Source: an optimization exercise on an open RTL-to-GDS flow (aim: small area). Production flows keep margins and buffers that such runs may drop. The RTL was checked by simulation tests, not by an equivalence proof against the original design. Power and IR drop assume default switching activity.

Setup of job 101:
## rf433_core
module rf433_core (
    input  wire         clk,
    input  wire         rst,           
    input  wire         cmd_valid,
    output wire         cmd_ready,
    input  wire [71:0]  cmd_data,
    output wire         rec_valid,
    input  wire         rec_ready,
    output wire [199:0] rec_data,
    input  wire [4:0]   stat_idx,
    output reg  [63:0]  stat_data,
    output wire         fault
);
For scale: ~2000 cells after synthesis, ~350 I/O pins, roughly 25000 um^2 of cells after synthesis.
clock: 15.0 ns
lec_check: 0
cap_margin: 20
core_margin: 2
core_utilization: 55
slew_margin: 20
standard.sh (not shown) runs the stock make flow with config.mk's settings and CLKGATE_MAP_FILE= SYNTH_SCRIPT=/design/flow/synth_recipe.tcl, a recipe that flattens the netlist after the stock synthesis.
==> flow/flow/run.sh <==
#!/bin/bash
# Own layout flow: the standard ORFS flow (standard.sh, unchanged synthesis,
# floorplan, power grid and tap cells), with two placement/CTS arguments changed:
#  - port buffers use the smallest buffer cell (every port still gets one);
#  - the clock tree uses clkbuf_8 cells in larger sink clusters, without dummy loads.
# All tool output goes to standard.log in the work folder; ORFS's own per-step
# logs stay under orfs/logs/.
set -euo pipefail
export BUFFER_PORTS_ARGS="-buffer_cell sky130_fd_sc_hd__buf_1"
export CTS_ARGS="-sink_clustering_enable -repair_clock_nets -buf_list sky130_fd_sc_hd__clkbuf_16 -sink_clustering_size 30 -sink_clustering_max_diameter 60 -dont_use_dummy_load"
bash standard.sh > standard.log 2>&1
Job 101 did not stop at any stage, and its layout met the timing, DRC and antenna checks.
Edits applied to the flow inputs when going from job 101 to job 102:
Settings: a change of CORE_UTILIZATION from 55 to 85.
diff --git a/flow/flow/run.sh b/flow/flow/run.sh
--- a/flow/flow/run.sh
+++ b/flow/flow/run.sh
@@ -9,3 +9,3 @@
 export BUFFER_PORTS_ARGS="-buffer_cell sky130_fd_sc_hd__buf_1"
-export CTS_ARGS="-sink_clustering_enable -repair_clock_nets -buf_list sky130_fd_sc_hd__clkbuf_16 -sink_clustering_size 30 -sink_clustering_max_diameter 60 -dont_use_dummy_load"
+export CTS_ARGS="-sink_clustering_enable -repair_clock_nets -buf_list sky130_fd_sc_hd__clkbuf_8 -sink_clustering_size 18 -sink_clustering_max_diameter 50 -dont_use_dummy_load"
 bash standard.sh > standard.log 2>&1
Notes after the runs:
The highest metal layer with signal wires comes out met5 in one run and met4 in the other, namely in job 102 and job 101 respectively.
Job 102 vs job 101 — growth of design area from synthesis to finish dropped 2.8 points.
Delta (job 102 minus job 101): fraction of the core area covered by cells at the end of the flow went up; cell area after layout went down; total routing usage reported by global routing went up.

Starting RTL as in the previous note.
export LEC_CHECK = 0
export CAP_MARGIN = 20
export CORE_MARGIN = 2
export CORE_UTILIZATION = 55
export SLEW_MARGIN = 20
create_clock -name core_clock -period 15.0 [get_ports {clk}]
==> flow/flow/run.sh <==
#!/bin/bash
# Own layout flow: the standard ORFS flow (standard.sh, unchanged synthesis,
# floorplan, power grid and tap cells), with two placement/CTS arguments changed:
#  - port buffers use the smallest buffer cell (every port still gets one);
#  - the clock tree uses clkbuf_8 cells in larger sink clusters, without dummy loads.
# All tool output goes to standard.log in the work folder; ORFS's own per-step
# logs stay under orfs/logs/.
set -euo pipefail
export BUFFER_PORTS_ARGS="-buffer_cell sky130_fd_sc_hd__buf_1"
export CTS_ARGS="-sink_clustering_enable -repair_clock_nets -buf_list sky130_fd_sc_hd__clkbuf_8 -sink_clustering_size 18 -sink_clustering_max_diameter 50 -dont_use_dummy_load"
bash standard.sh > standard.log 2>&1
Next try:
--- a/flow/flow/run.sh
+++ b/flow/flow/run.sh
@@ -8,4 +8,4 @@
 set -euo pipefail
 export BUFFER_PORTS_ARGS="-buffer_cell sky130_fd_sc_hd__buf_1"
-export CTS_ARGS="-sink_clustering_enable -repair_clock_nets -buf_list sky130_fd_sc_hd__clkbuf_8 -sink_clustering_size 18 -sink_clustering_max_diameter 50 -dont_use_dummy_load"
+export CTS_ARGS="-sink_clustering_enable -repair_clock_nets -buf_list sky130_fd_sc_hd__clkbuf_8 -sink_clustering_size 14 -sink_clustering_max_diameter 45 -dont_use_dummy_load"
 bash standard.sh > standard.log 2>&1
Effect:
- clock-buffer cell count went up by 16
- routed wire length is about the same
- first-iteration DRC count went up by 4.3%
- cell area went up by about 0.8%
- total power went up by 4.0%
- combinational power hardly moves
Next try:
--- a/flow/flow/run.sh
+++ b/flow/flow/run.sh
@@ -8,4 +8,4 @@
 set -euo pipefail
 export BUFFER_PORTS_ARGS="-buffer_cell sky130_fd_sc_hd__buf_1"
-export CTS_ARGS="-sink_clustering_enable -repair_clock_nets -buf_list sky130_fd_sc_hd__clkbuf_8 -sink_clustering_size 14 -sink_clustering_max_diameter 45 -dont_use_dummy_load"
+export CTS_ARGS="-sink_clustering_enable -repair_clock_nets -buf_list sky130_fd_sc_hd__clkbuf_8 -sink_clustering_size 18 -sink_clustering_max_diameter 50 -dont_use_dummy_load"
 bash standard.sh > standard.log 2>&1
- CORE_UTILIZATION: 55 -> 70
Result: The new run passed the timing, DRC and antenna checks; global-route usage increases by 5.6 points; setup slack gets better by 0.075 ns; fmax increases slightly.

re-timing with driven ports:
How much do the figures lean on ideal ports? The routed layouts below were timed once more, with nothing changed but the port constraints. Step 1 sets driving cells, clkbuf_16 on the clock port and buf_2 on the other inputs (assumed; they add their load-dependent delay and slew). Step 2 adds t to the input delays and takes it off the output delays; t is the mean of the earliest and latest rising clock arrival at the registers after step 1. Input paths then give back, and output paths get back, about the clock's delay inside the block. a / b / c = ideal / step 1 / step 2; a / b = the first two.
run	shift t [ns]	setup slack, ns	pins driven straight from the clock port
job 101	0.633	6.569 / 6.545 / 6.545	1
job 102	0.650	5.951 / 5.925 / 5.925	1
the first run of note 2	0.710	6.572 / 6.549 / 6.549	1
the second run of note 2	0.684	6.517 / 6.493 / 6.493	1
the third run of note 2	0.674	6.592 / 6.568 / 6.568	1
After both steps every run listed still meets setup and hold. For job 102, which loses most, drivers alone change the setup slack by -0.026 ns; drivers and shift together by -0.026 ns.
